Source: an optimization exercise on an open RTL-to-GDS flow (aim: small area, a short achievable clock period and few clock cycles per item). Production flows keep margins and buffers that such runs may drop.
In this exercise RTL edits were held to simulation tests only and were not proved equivalent to the original.

==> inputs of run a <==
==> flow/design.v (excerpt) <==
module tcalc_unit (
    input  wire        clk,
    input  wire        rst,         
    input  wire        start,       
    input  wire [31:0] freq,        
    input  wire [31:0] ratio,       
    input  wire [31:0] dur,         
    input  wire [31:0] flr,         
    output wire        ready,
    output reg         done,        
    output reg  [1:0]  status,      
    output reg  [15:0] comp0,
    output reg  [15:0] comp1,
    output reg  [3:0]  presc
);
==> flow/config.mk <==
export PLATFORM = sky130hd
export DESIGN_NAME = tcalc_unit
export DESIGN_NICKNAME = tcalc_unit
export VERILOG_FILES = /design/flow/design.v
export SDC_FILE = /design/flow/constraint.sdc
export NUM_CORES = 4
export LEC_CHECK = 0
export CAP_MARGIN = 10
export CORE_MARGIN = 2
export CORE_UTILIZATION = 40
export PLACE_DENSITY = 0.72
export SLEW_MARGIN = 10
export SYNTH_HIERARCHICAL = 1
export SYNTH_MINIMUM_KEEP_SIZE = 0
==> flow/constraint.sdc <==
create_clock -name core_clock -period 6.0 [get_ports {clk}]
set_input_delay 1.2000 -clock core_clock [delete_from_list [all_inputs] [get_ports {clk}]]
set_output_delay 1.2000 -clock core_clock [all_outputs]
set_load 0.01 [all_outputs]
run.sh (not shown) runs the stock make flow with config.mk's settings and CLKGATE_MAP_FILE= SYNTH_SCRIPT=/design/flow/synth_recipe.tcl, a recipe that flattens the netlist after the stock synthesis.
==> inputs of run b, as changes to run a <==
--- a/flow/design.v
+++ b/flow/design.v
@@ -31,35 +31,33 @@
     end
     wire [33:0] f3_m = {2'b00, freq} + {1'b0, freq, 1'b0};
     reg fr_big;
     always @(*) begin
         fr_big = 1'b0;
         for (i = 26; i < 32; i = i + 1)
             fr_big = fr_big | (ratio[i] & (|(freq >> (57 - i))));
     end
-    reg [31:0] f0, r0, d0, l0;
+    reg [15:0] rs1_0, rs2_0, rs3_0;
+    reg [31:0] f0, d0, l0;
     reg [33:0] f3_0;
     reg        ge0, big0;
     always @(posedge clk) begin
         f0   <= freq;
         f3_0 <= f3_m;
-        r0   <= ratio;
+        for (i = 0; i < 16; i = i + 1) begin
+            rs1_0[i] <=  ratio[2*i] & ~ratio[2*i+1];
+            rs2_0[i] <= ~ratio[2*i] &  ratio[2*i+1];
+            rs3_0[i] <=  ratio[2*i] &  ratio[2*i+1];
+        end
         d0   <= dur;
         l0   <= flr;
         ge0  <= (flr >= dur);
         big0 <= fr_big & (|dur);
     end
-    reg [15:0] rs1_0, rs2_0, rs3_0;
-    always @(*)
-        for (i = 0; i < 16; i = i + 1) begin
-            rs1_0[i] =  r0[2*i] & ~r0[2*i+1];
-            rs2_0[i] = ~r0[2*i] &  r0[2*i+1];
-            rs3_0[i] =  r0[2*i] &  r0[2*i+1];
-        end
     wire pa_0 = (rs3_0[0] & f3_0[0]) | (rs1_0[0] & f0[0]);
     wire na_1;
     tc_nand2 u_na_1 (rs1_0[0], f0[1], na_1);
     wire na_2;
     tc_nand2 u_na_2 (rs2_0[0], f0[0], na_2);
     wire na_3;
     tc_nand2 u_na_3 (rs3_0[0], f3_0[1], na_3);
     wire pa_4;
@@ -4912,36 +4910,32 @@
         d1     <= d0;
         l1     <= l0;
         ge1    <= ge0;
         big1   <= big0;
     end
     wire [57:0] fr_m   = fra1 + frb1;
     wire [57:0] fr3_m  = fr_m + {fr_m[56:0], 1'b0};
     reg [57:0] fr2, fr3_2;
-    reg [31:0] d2, l2;
+    reg [15:0] ds1_2, ds2_2, ds3_2, ls1_2, ls2_2, ls3_2;
     reg        ge2, big2;
     always @(posedge clk) begin
         fr2   <= fr_m;
         fr3_2 <= fr3_m;
-        d2    <= d1;
-        l2    <= l1;
+        for (i = 0; i < 16; i = i + 1) begin
+            ds1_2[i] <=  d1[2*i] & ~d1[2*i+1];
+            ds2_2[i] <= ~d1[2*i] &  d1[2*i+1];
+            ds3_2[i] <=  d1[2*i] &  d1[2*i+1];
+            ls1_2[i] <=  l1[2*i] & ~l1[2*i+1];
+            ls2_2[i] <= ~l1[2*i] &  l1[2*i+1];
+            ls3_2[i] <=  l1[2*i] &  l1[2*i+1];
+        end
         ge2  <= ge1;
         big2 <= big1;
     end
-    reg [15:0] ds1_2, ds2_2, ds3_2, ls1_2, ls2_2, ls3_2;
-    always @(*)
-        for (i = 0; i < 16; i = i + 1) begin
-            ds1_2[i] =  d2[2*i] & ~d2[2*i+1];
-            ds2_2[i] = ~d2[2*i] &  d2[2*i+1];
-            ds3_2[i] =  d2[2*i] &  d2[2*i+1];
-            ls1_2[i] =  l2[2*i] & ~l2[2*i+1];
-            ls2_2[i] = ~l2[2*i] &  l2[2*i+1];
-            ls3_2[i] =  l2[2*i] &  l2[2*i+1];
-        end
     wire px_2886 = (ds3_2[0] & fr3_2[0]) | (ds1_2[0] & fr2[0]);
     wire nx_2887;
     tc_nand2 u_nx_2887 (ds1_2[0], fr2[1], nx_2887);
     wire nx_2888;
     tc_nand2 u_nx_2888 (ds2_2[0], fr2[0], nx_2888);
     wire nx_2889;
     tc_nand2 u_nx_2889 (ds3_2[0], fr3_2[1], nx_2889);
     wire px_2890;
@@ -18020,18 +18014,23 @@
     wire sy_10588, sy_10589;
     tc_fa u_sy_10588 (sy_10480, sy_10373, sy_10479, sy_10588, sy_10589);
     wire [57:0] ya = {sy_10588, sy_10586, sy_10584, sy_10582, sy_10580, sy_10578, sy_10576, sy_10574, sy_10572, sy_10570, sy_10568, sy_10566, sy_10564, sy_10562, sy_10560, sy_10558, sy_10556, sy_10554, sy_10552, sy_10550, sy_10548, sy_10546, sy_10544, sy_10542, sy_10540, sy_10538, sy_10536, sy_10534, sy_10532, sy_10530, sy_10528, sy_10526, sy_10524, sy_10522, sy_10520, sy_10518, sy_10516, sy_10514, sy_10512, sy_10510, sy_10508, sy_10506, sy_10504, sy_10502, sy_10500, sy_10498, sy_10496, sy_10494, sy_10492, sy_10490, sy_10488, sy_10486, sy_10484, sy_10482, py_6750, py_6746, py_6742, py_6738};
     wire [57:0] yb = {sy_10587, sy_10585, sy_10583, sy_10581, sy_10579, sy_10577, sy_10575, sy_10573, sy_10571, sy_10569, sy_10567, sy_10565, sy_10563, sy_10561, sy_10559, sy_10557, sy_10555, sy_10553, sy_10551, sy_10549, sy_10547, sy_10545, sy_10543, sy_10541, sy_10539, sy_10537, sy_10535, sy_10533, sy_10531, sy_10529, sy_10527, sy_10525, sy_10523, sy_10521, sy_10519, sy_10517, sy_10515, sy_10513, sy_10511, sy_10509, sy_10507, sy_10505, sy_10503, sy_10501, sy_10499, sy_10497, sy_10495, sy_10493, sy_10491, sy_10489, sy_10487, sy_10485, sy_10483, py_7188, py_6971, py_6967, 1'b0, 1'b0};
     wire [16:0] xl = {1'b0, xa[15:0]} + {1'b0, xb[15:0]};
     wire [16:0] yl = {1'b0, ya[15:0]} + {1'b0, yb[15:0]};
     wire        cx16 = xl[16];
     wire        cy16 = yl[16];
+    reg [31:0] d2;
     reg x_big;
     always @(*) begin
+        for (i = 0; i < 16; i = i + 1) begin
+            d2[2*i]   = ds1_2[i] | ds3_2[i];
+            d2[2*i+1] = ds2_2[i] | ds3_2[i];
+        end
         x_big = big2;
         for (i = 0; i < 32; i = i + 1)
             x_big = x_big | (d2[i] & (|(fr2 >> (57 - i))));
     end
     reg [41:0] xa3, xb3, ya3, yb3;
     reg        cx3, cy3, ge3, big3;
     always @(posedge clk) begin
         xa3   <= xa[57:16];
@@ -18757,19 +18756,19 @@
     wire sqy_11270 = ~(wy4[18] ^ sqy_11195);
     wire cqy_11271 = wy4[18] | sqy_11195;
     wire sqy_11272 = ~wy4[19];
     wire sqy_11273 = ~wy4[20];
     wire sqy_11274 = ~wy4[21];
     wire sqy_11275 = ~wy4[22];
     wire [45:0] qya = {sqy_11275, sqy_11274, sqy_11273, sqy_11272, sqy_11270, sqy_11268, sqy_11266, sqy_11264, sqy_11262, sqy_11260, sqy_11258, sqy_11256, sqy_11254, sqy_11252, sqy_11250, sqy_11248, sqy_11246, sqy_11244, sqy_11242, sqy_11240, sqy_11238, sqy_11236, sqy_11234, sqy_11232, sqy_11230, sqy_11228, sqy_11226, sqy_11224, sqy_11222, sqy_11220, sqy_11218, sqy_11216, sqy_11214, sqy_11212, sqy_11210, sqy_11208, sqy_11206, sqy_11204, sqy_11202, sqy_11200, sqy_11198, sqy_11196, n_10982, n_10981, n_10980, n_10979};
     wire [45:0] qyb = {wy4[21], wy4[20], wy4[19], cqy_11271, cqy_11269, sqy_11267, cqy_11265, cqy_11263, cqy_11261, cqy_11259, sqy_11257, sqy_11255, sqy_11253, sqy_11251, sqy_11249, sqy_11247, sqy_11245, sqy_11243, sqy_11241, sqy_11239, sqy_11237, sqy_11235, sqy_11233, sqy_11231, sqy_11229, sqy_11227, sqy_11225, sqy_11223, cqy_11221, sqy_11219, sqy_11217, sqy_11215, sqy_11213, sqy_11211, sqy_11209, sqy_11207, sqy_11205, sqy_11203, sqy_11201, sqy_11199, sqy_11197, 1'b1, 1'b0, 1'b0, 1'b0, 1'b1};
-    wire [45:30] qx, qy;
-    tc_add #(46, 6, 30) u_qx (.a(qxa), .b(qxb), .ci(1'b0), .s(qx), .co());
-    tc_add #(46, 6, 30) u_qy (.a(qya), .b(qyb), .ci(1'b0), .s(qy), .co());
+    wire [45:0] qx, qy;
+    tc_add #(46, 6) u_qx (.a(qxa), .b(qxb), .ci(1'b0), .s(qx), .co());
+    tc_add #(46, 6) u_qy (.a(qya), .b(qyb), .ci(1'b0), .s(qy), .co());
     reg [15:0] c05, f5;
     reg [3:0]  k5;
     reg        sat5, zero5, ge5;
     always @(posedge clk) begin
         c05   <= qx[45:30];
         f5    <= qy[45:30];
         k5    <= k4;
         sat5  <= sat4;
@@ -18797,21 +18796,21 @@
         end else begin
             status <= ST_OK;
             comp0  <= c05;
             comp1  <= dd[15:0];
             presc  <= k5;
         end
     end
 endmodule
-module tc_add #(parameter N = 8, parameter L = 3, parameter M = 0) (
+module tc_add #(parameter N = 8, parameter L = 3) (
     input  wire [N-1:0] a,
     input  wire [N-1:0] b,
     input  wire         ci,
-    output wire [N-1:M] s,       
+    output wire [N-1:0] s,
     output wire         co
 );
     wire [N-1:0] p = a ^ b;
     wire [N-1:0] g = a & b;
     wire [(L+1)*N-1:0] gg, pp;
     assign gg[N-1:0] = {g[N-1:1], g[0] | (p[0] & ci)};
     assign pp[N-1:0] = p;
     genvar l, j;
@@ -18823,18 +18822,17 @@
                     assign pp[(l+1)*N + j] = pp[l*N + j] & pp[l*N + j - (1 << l)];
                 end else begin : pass
                     assign gg[(l+1)*N + j] = gg[l*N + j];
                     assign pp[(l+1)*N + j] = pp[l*N + j];
                 end
             end
         end
     endgenerate
-    wire [N-1:0] sf = p ^ {gg[L*N + N - 2 -: N - 1], ci};
-    assign s  = sf[N-1:M];
+    assign s  = p ^ {gg[L*N + N - 2 -: N - 1], ci};
     assign co = gg[L*N + N - 1];
 endmodule
 module tc_fa (input wire a, input wire b, input wire c, output wire s, output wire co);
     assign s  = a ^ b ^ c;
     assign co = (a & b) | (c & (a ^ b));
 endmodule
 module tc_ha (input wire a, input wire b, output wire s, output wire co);
     assign s  = a ^ b;
CAP_MARGIN = 20   (was 10)
PLACE_DENSITY = not set   (was 0.72)
SETUP_SLACK_MARGIN = 0.6   (was not set)
SLEW_MARGIN = 20   (was 10)
==> inputs of run c, as changes to run a <==
--- a/flow/design.v
+++ b/flow/design.v
@@ -31,35 +31,33 @@
     end
     wire [33:0] f3_m = {2'b00, freq} + {1'b0, freq, 1'b0};
     reg fr_big;
     always @(*) begin
         fr_big = 1'b0;
         for (i = 26; i < 32; i = i + 1)
             fr_big = fr_big | (ratio[i] & (|(freq >> (57 - i))));
     end
-    reg [31:0] f0, r0, d0, l0;
+    reg [15:0] rs1_0, rs2_0, rs3_0;
+    reg [31:0] f0, d0, l0;
     reg [33:0] f3_0;
     reg        ge0, big0;
     always @(posedge clk) begin
         f0   <= freq;
         f3_0 <= f3_m;
-        r0   <= ratio;
+        for (i = 0; i < 16; i = i + 1) begin
+            rs1_0[i] <=  ratio[2*i] & ~ratio[2*i+1];
+            rs2_0[i] <= ~ratio[2*i] &  ratio[2*i+1];
+            rs3_0[i] <=  ratio[2*i] &  ratio[2*i+1];
+        end
         d0   <= dur;
         l0   <= flr;
         ge0  <= (flr >= dur);
         big0 <= fr_big & (|dur);
     end
-    reg [15:0] rs1_0, rs2_0, rs3_0;
-    always @(*)
-        for (i = 0; i < 16; i = i + 1) begin
-            rs1_0[i] =  r0[2*i] & ~r0[2*i+1];
-            rs2_0[i] = ~r0[2*i] &  r0[2*i+1];
-            rs3_0[i] =  r0[2*i] &  r0[2*i+1];
-        end
     wire pa_0 = (rs3_0[0] & f3_0[0]) | (rs1_0[0] & f0[0]);
     wire na_1;
     tc_nand2 u_na_1 (rs1_0[0], f0[1], na_1);
     wire na_2;
     tc_nand2 u_na_2 (rs2_0[0], f0[0], na_2);
     wire na_3;
     tc_nand2 u_na_3 (rs3_0[0], f3_0[1], na_3);
     wire pa_4;
@@ -4912,36 +4910,32 @@
         d1     <= d0;
         l1     <= l0;
         ge1    <= ge0;
         big1   <= big0;
     end
     wire [57:0] fr_m   = fra1 + frb1;
     wire [57:0] fr3_m  = fr_m + {fr_m[56:0], 1'b0};
     reg [57:0] fr2, fr3_2;
-    reg [31:0] d2, l2;
+    reg [15:0] ds1_2, ds2_2, ds3_2, ls1_2, ls2_2, ls3_2;
     reg        ge2, big2;
     always @(posedge clk) begin
         fr2   <= fr_m;
         fr3_2 <= fr3_m;
-        d2    <= d1;
-        l2    <= l1;
+        for (i = 0; i < 16; i = i + 1) begin
+            ds1_2[i] <=  d1[2*i] & ~d1[2*i+1];
+            ds2_2[i] <= ~d1[2*i] &  d1[2*i+1];
+            ds3_2[i] <=  d1[2*i] &  d1[2*i+1];
+            ls1_2[i] <=  l1[2*i] & ~l1[2*i+1];
+            ls2_2[i] <= ~l1[2*i] &  l1[2*i+1];
+            ls3_2[i] <=  l1[2*i] &  l1[2*i+1];
+        end
         ge2  <= ge1;
         big2 <= big1;
     end
-    reg [15:0] ds1_2, ds2_2, ds3_2, ls1_2, ls2_2, ls3_2;
-    always @(*)
-        for (i = 0; i < 16; i = i + 1) begin
-            ds1_2[i] =  d2[2*i] & ~d2[2*i+1];
-            ds2_2[i] = ~d2[2*i] &  d2[2*i+1];
-            ds3_2[i] =  d2[2*i] &  d2[2*i+1];
-            ls1_2[i] =  l2[2*i] & ~l2[2*i+1];
-            ls2_2[i] = ~l2[2*i] &  l2[2*i+1];
-            ls3_2[i] =  l2[2*i] &  l2[2*i+1];
-        end
     wire px_2886 = (ds3_2[0] & fr3_2[0]) | (ds1_2[0] & fr2[0]);
     wire nx_2887;
     tc_nand2 u_nx_2887 (ds1_2[0], fr2[1], nx_2887);
     wire nx_2888;
     tc_nand2 u_nx_2888 (ds2_2[0], fr2[0], nx_2888);
     wire nx_2889;
     tc_nand2 u_nx_2889 (ds3_2[0], fr3_2[1], nx_2889);
     wire px_2890;
@@ -18020,18 +18014,23 @@
     wire sy_10588, sy_10589;
     tc_fa u_sy_10588 (sy_10480, sy_10373, sy_10479, sy_10588, sy_10589);
     wire [57:0] ya = {sy_10588, sy_10586, sy_10584, sy_10582, sy_10580, sy_10578, sy_10576, sy_10574, sy_10572, sy_10570, sy_10568, sy_10566, sy_10564, sy_10562, sy_10560, sy_10558, sy_10556, sy_10554, sy_10552, sy_10550, sy_10548, sy_10546, sy_10544, sy_10542, sy_10540, sy_10538, sy_10536, sy_10534, sy_10532, sy_10530, sy_10528, sy_10526, sy_10524, sy_10522, sy_10520, sy_10518, sy_10516, sy_10514, sy_10512, sy_10510, sy_10508, sy_10506, sy_10504, sy_10502, sy_10500, sy_10498, sy_10496, sy_10494, sy_10492, sy_10490, sy_10488, sy_10486, sy_10484, sy_10482, py_6750, py_6746, py_6742, py_6738};
     wire [57:0] yb = {sy_10587, sy_10585, sy_10583, sy_10581, sy_10579, sy_10577, sy_10575, sy_10573, sy_10571, sy_10569, sy_10567, sy_10565, sy_10563, sy_10561, sy_10559, sy_10557, sy_10555, sy_10553, sy_10551, sy_10549, sy_10547, sy_10545, sy_10543, sy_10541, sy_10539, sy_10537, sy_10535, sy_10533, sy_10531, sy_10529, sy_10527, sy_10525, sy_10523, sy_10521, sy_10519, sy_10517, sy_10515, sy_10513, sy_10511, sy_10509, sy_10507, sy_10505, sy_10503, sy_10501, sy_10499, sy_10497, sy_10495, sy_10493, sy_10491, sy_10489, sy_10487, sy_10485, sy_10483, py_7188, py_6971, py_6967, 1'b0, 1'b0};
     wire [16:0] xl = {1'b0, xa[15:0]} + {1'b0, xb[15:0]};
     wire [16:0] yl = {1'b0, ya[15:0]} + {1'b0, yb[15:0]};
     wire        cx16 = xl[16];
     wire        cy16 = yl[16];
+    reg [31:0] d2;
     reg x_big;
     always @(*) begin
+        for (i = 0; i < 16; i = i + 1) begin
+            d2[2*i]   = ds1_2[i] | ds3_2[i];
+            d2[2*i+1] = ds2_2[i] | ds3_2[i];
+        end
         x_big = big2;
         for (i = 0; i < 32; i = i + 1)
             x_big = x_big | (d2[i] & (|(fr2 >> (57 - i))));
     end
     reg [41:0] xa3, xb3, ya3, yb3;
     reg        cx3, cy3, ge3, big3;
     always @(posedge clk) begin
         xa3   <= xa[57:16];
@@ -18757,19 +18756,19 @@
     wire sqy_11270 = ~(wy4[18] ^ sqy_11195);
     wire cqy_11271 = wy4[18] | sqy_11195;
     wire sqy_11272 = ~wy4[19];
     wire sqy_11273 = ~wy4[20];
     wire sqy_11274 = ~wy4[21];
     wire sqy_11275 = ~wy4[22];
     wire [45:0] qya = {sqy_11275, sqy_11274, sqy_11273, sqy_11272, sqy_11270, sqy_11268, sqy_11266, sqy_11264, sqy_11262, sqy_11260, sqy_11258, sqy_11256, sqy_11254, sqy_11252, sqy_11250, sqy_11248, sqy_11246, sqy_11244, sqy_11242, sqy_11240, sqy_11238, sqy_11236, sqy_11234, sqy_11232, sqy_11230, sqy_11228, sqy_11226, sqy_11224, sqy_11222, sqy_11220, sqy_11218, sqy_11216, sqy_11214, sqy_11212, sqy_11210, sqy_11208, sqy_11206, sqy_11204, sqy_11202, sqy_11200, sqy_11198, sqy_11196, n_10982, n_10981, n_10980, n_10979};
     wire [45:0] qyb = {wy4[21], wy4[20], wy4[19], cqy_11271, cqy_11269, sqy_11267, cqy_11265, cqy_11263, cqy_11261, cqy_11259, sqy_11257, sqy_11255, sqy_11253, sqy_11251, sqy_11249, sqy_11247, sqy_11245, sqy_11243, sqy_11241, sqy_11239, sqy_11237, sqy_11235, sqy_11233, sqy_11231, sqy_11229, sqy_11227, sqy_11225, sqy_11223, cqy_11221, sqy_11219, sqy_11217, sqy_11215, sqy_11213, sqy_11211, sqy_11209, sqy_11207, sqy_11205, sqy_11203, sqy_11201, sqy_11199, sqy_11197, 1'b1, 1'b0, 1'b0, 1'b0, 1'b1};
-    wire [45:30] qx, qy;
-    tc_add #(46, 6, 30) u_qx (.a(qxa), .b(qxb), .ci(1'b0), .s(qx), .co());
-    tc_add #(46, 6, 30) u_qy (.a(qya), .b(qyb), .ci(1'b0), .s(qy), .co());
+    wire [45:0] qx, qy;
+    tc_add #(46, 6) u_qx (.a(qxa), .b(qxb), .ci(1'b0), .s(qx), .co());
+    tc_add #(46, 6) u_qy (.a(qya), .b(qyb), .ci(1'b0), .s(qy), .co());
     reg [15:0] c05, f5;
     reg [3:0]  k5;
     reg        sat5, zero5, ge5;
     always @(posedge clk) begin
         c05   <= qx[45:30];
         f5    <= qy[45:30];
         k5    <= k4;
         sat5  <= sat4;
@@ -18797,21 +18796,21 @@
         end else begin
             status <= ST_OK;
             comp0  <= c05;
             comp1  <= dd[15:0];
             presc  <= k5;
         end
     end
 endmodule
-module tc_add #(parameter N = 8, parameter L = 3, parameter M = 0) (
+module tc_add #(parameter N = 8, parameter L = 3) (
     input  wire [N-1:0] a,
     input  wire [N-1:0] b,
     input  wire         ci,
-    output wire [N-1:M] s,       
+    output wire [N-1:0] s,
     output wire         co
 );
     wire [N-1:0] p = a ^ b;
     wire [N-1:0] g = a & b;
     wire [(L+1)*N-1:0] gg, pp;
     assign gg[N-1:0] = {g[N-1:1], g[0] | (p[0] & ci)};
     assign pp[N-1:0] = p;
     genvar l, j;
@@ -18823,18 +18822,17 @@
                     assign pp[(l+1)*N + j] = pp[l*N + j] & pp[l*N + j - (1 << l)];
                 end else begin : pass
                     assign gg[(l+1)*N + j] = gg[l*N + j];
                     assign pp[(l+1)*N + j] = pp[l*N + j];
                 end
             end
         end
     endgenerate
-    wire [N-1:0] sf = p ^ {gg[L*N + N - 2 -: N - 1], ci};
-    assign s  = sf[N-1:M];
+    assign s  = p ^ {gg[L*N + N - 2 -: N - 1], ci};
     assign co = gg[L*N + N - 1];
 endmodule
 module tc_fa (input wire a, input wire b, input wire c, output wire s, output wire co);
     assign s  = a ^ b ^ c;
     assign co = (a & b) | (c & (a ^ b));
 endmodule
 module tc_ha (input wire a, input wire b, output wire s, output wire co);
     assign s  = a ^ b;
CAP_MARGIN = 20   (was 10)
PLACE_DENSITY = not set   (was 0.72)
SLEW_MARGIN = 20   (was 10)
==> comparison <==
Run a completed with no timing, DRC or antenna violations. Run c passed the timing, DRC and antenna checks. Run b completed without violations.
Non-clock buffer count, lowest first: run a, run c, run b.
Against run c, the synthesized cell count of run a is lower by 1.2%.
Cell area: run b > run c > run a.
==> figures <==
Run status: run b no timing/DRC/antenna violations; run c no timing/DRC/antenna violations; run a no timing/DRC/antenna violations
Fillers: run b 26.26k; run c 26.53k; run a 25.45k
Pre-CTS setup slack: run b 80.16 ps; run c 57.98 ps; run a -293.5 ps
Overall die width: run b 522.4 um; run c 522.4 um; run a 518.6 um
Timing-limited maximum frequency: run b 0.1745 GHz; run c 0.1724 GHz; run a 0.1745 GHz
Rows: run b 190; run c 190; run a 188
Met1 routing resource usage after global routing: run b 0.4307; run c 0.4266; run a 0.3949
Required time at the worst-slack endpoint: run b 6580 ps; run c 6620 ps; run a 6740 ps
Number of tap cells inserted: run b 3552; run c 3552; run a 3515
Master of the slowest instance on the critical path: run b sky130_fd_sc_hd__or4_4; run c sky130_fd_sc_hd__or4_4; run a sky130_fd_sc_hd__fa_2
Length of the first detailed-routing pass in iterations: run b 10; run c 8; run a 15
Area grow syn2layout: run b 14.82%; run c 13.10%; run a 13.61%
Multi-input gate area in the final layout: run b 89340 sq um; run c 88330 sq um; run a 88470 sq um
First-pass GRT wire length: run b 713900 um; run c 714300 um; run a 687300 um
Testbench counts of run a, summed over its fixed seeds: cycles 1,648, items 1,600.
Testbench counts of run b, summed over its fixed seeds: cycles 1,648, items 1,600.
Testbench counts of run c, summed over its fixed seeds: cycles 1,648, items 1,600.

-- re-timing with driven ports --
The flow's constraints put no driver on any port. The routed layouts listed below were extracted and timed again, unchanged, in two steps.
Step 1, drivers: a clkbuf_16 drives clk and a buf_2 each remaining input, both assumed.
Step 2, shift: input delay + t, output delay - t, t = (earliest + latest rising clock arrival at the registers) / 2. This alone moves slack from input paths to output paths.
Slacks: ideal / step 1 / step 2; pairs: ideal / step 1.
run	shift t [ns]	slack for setup (ns)	worst setup path after step 2	cell pins on the clock port's net
run a	0.933	0.269 / 0.269 / 0.269	register to register	1
run b	0.874	0.269 / 0.269 / 0.269	register to register	1
run c	0.868	0.201 / 0.201 / 0.201	register to register	1
After both steps every run listed still meets setup and hold.
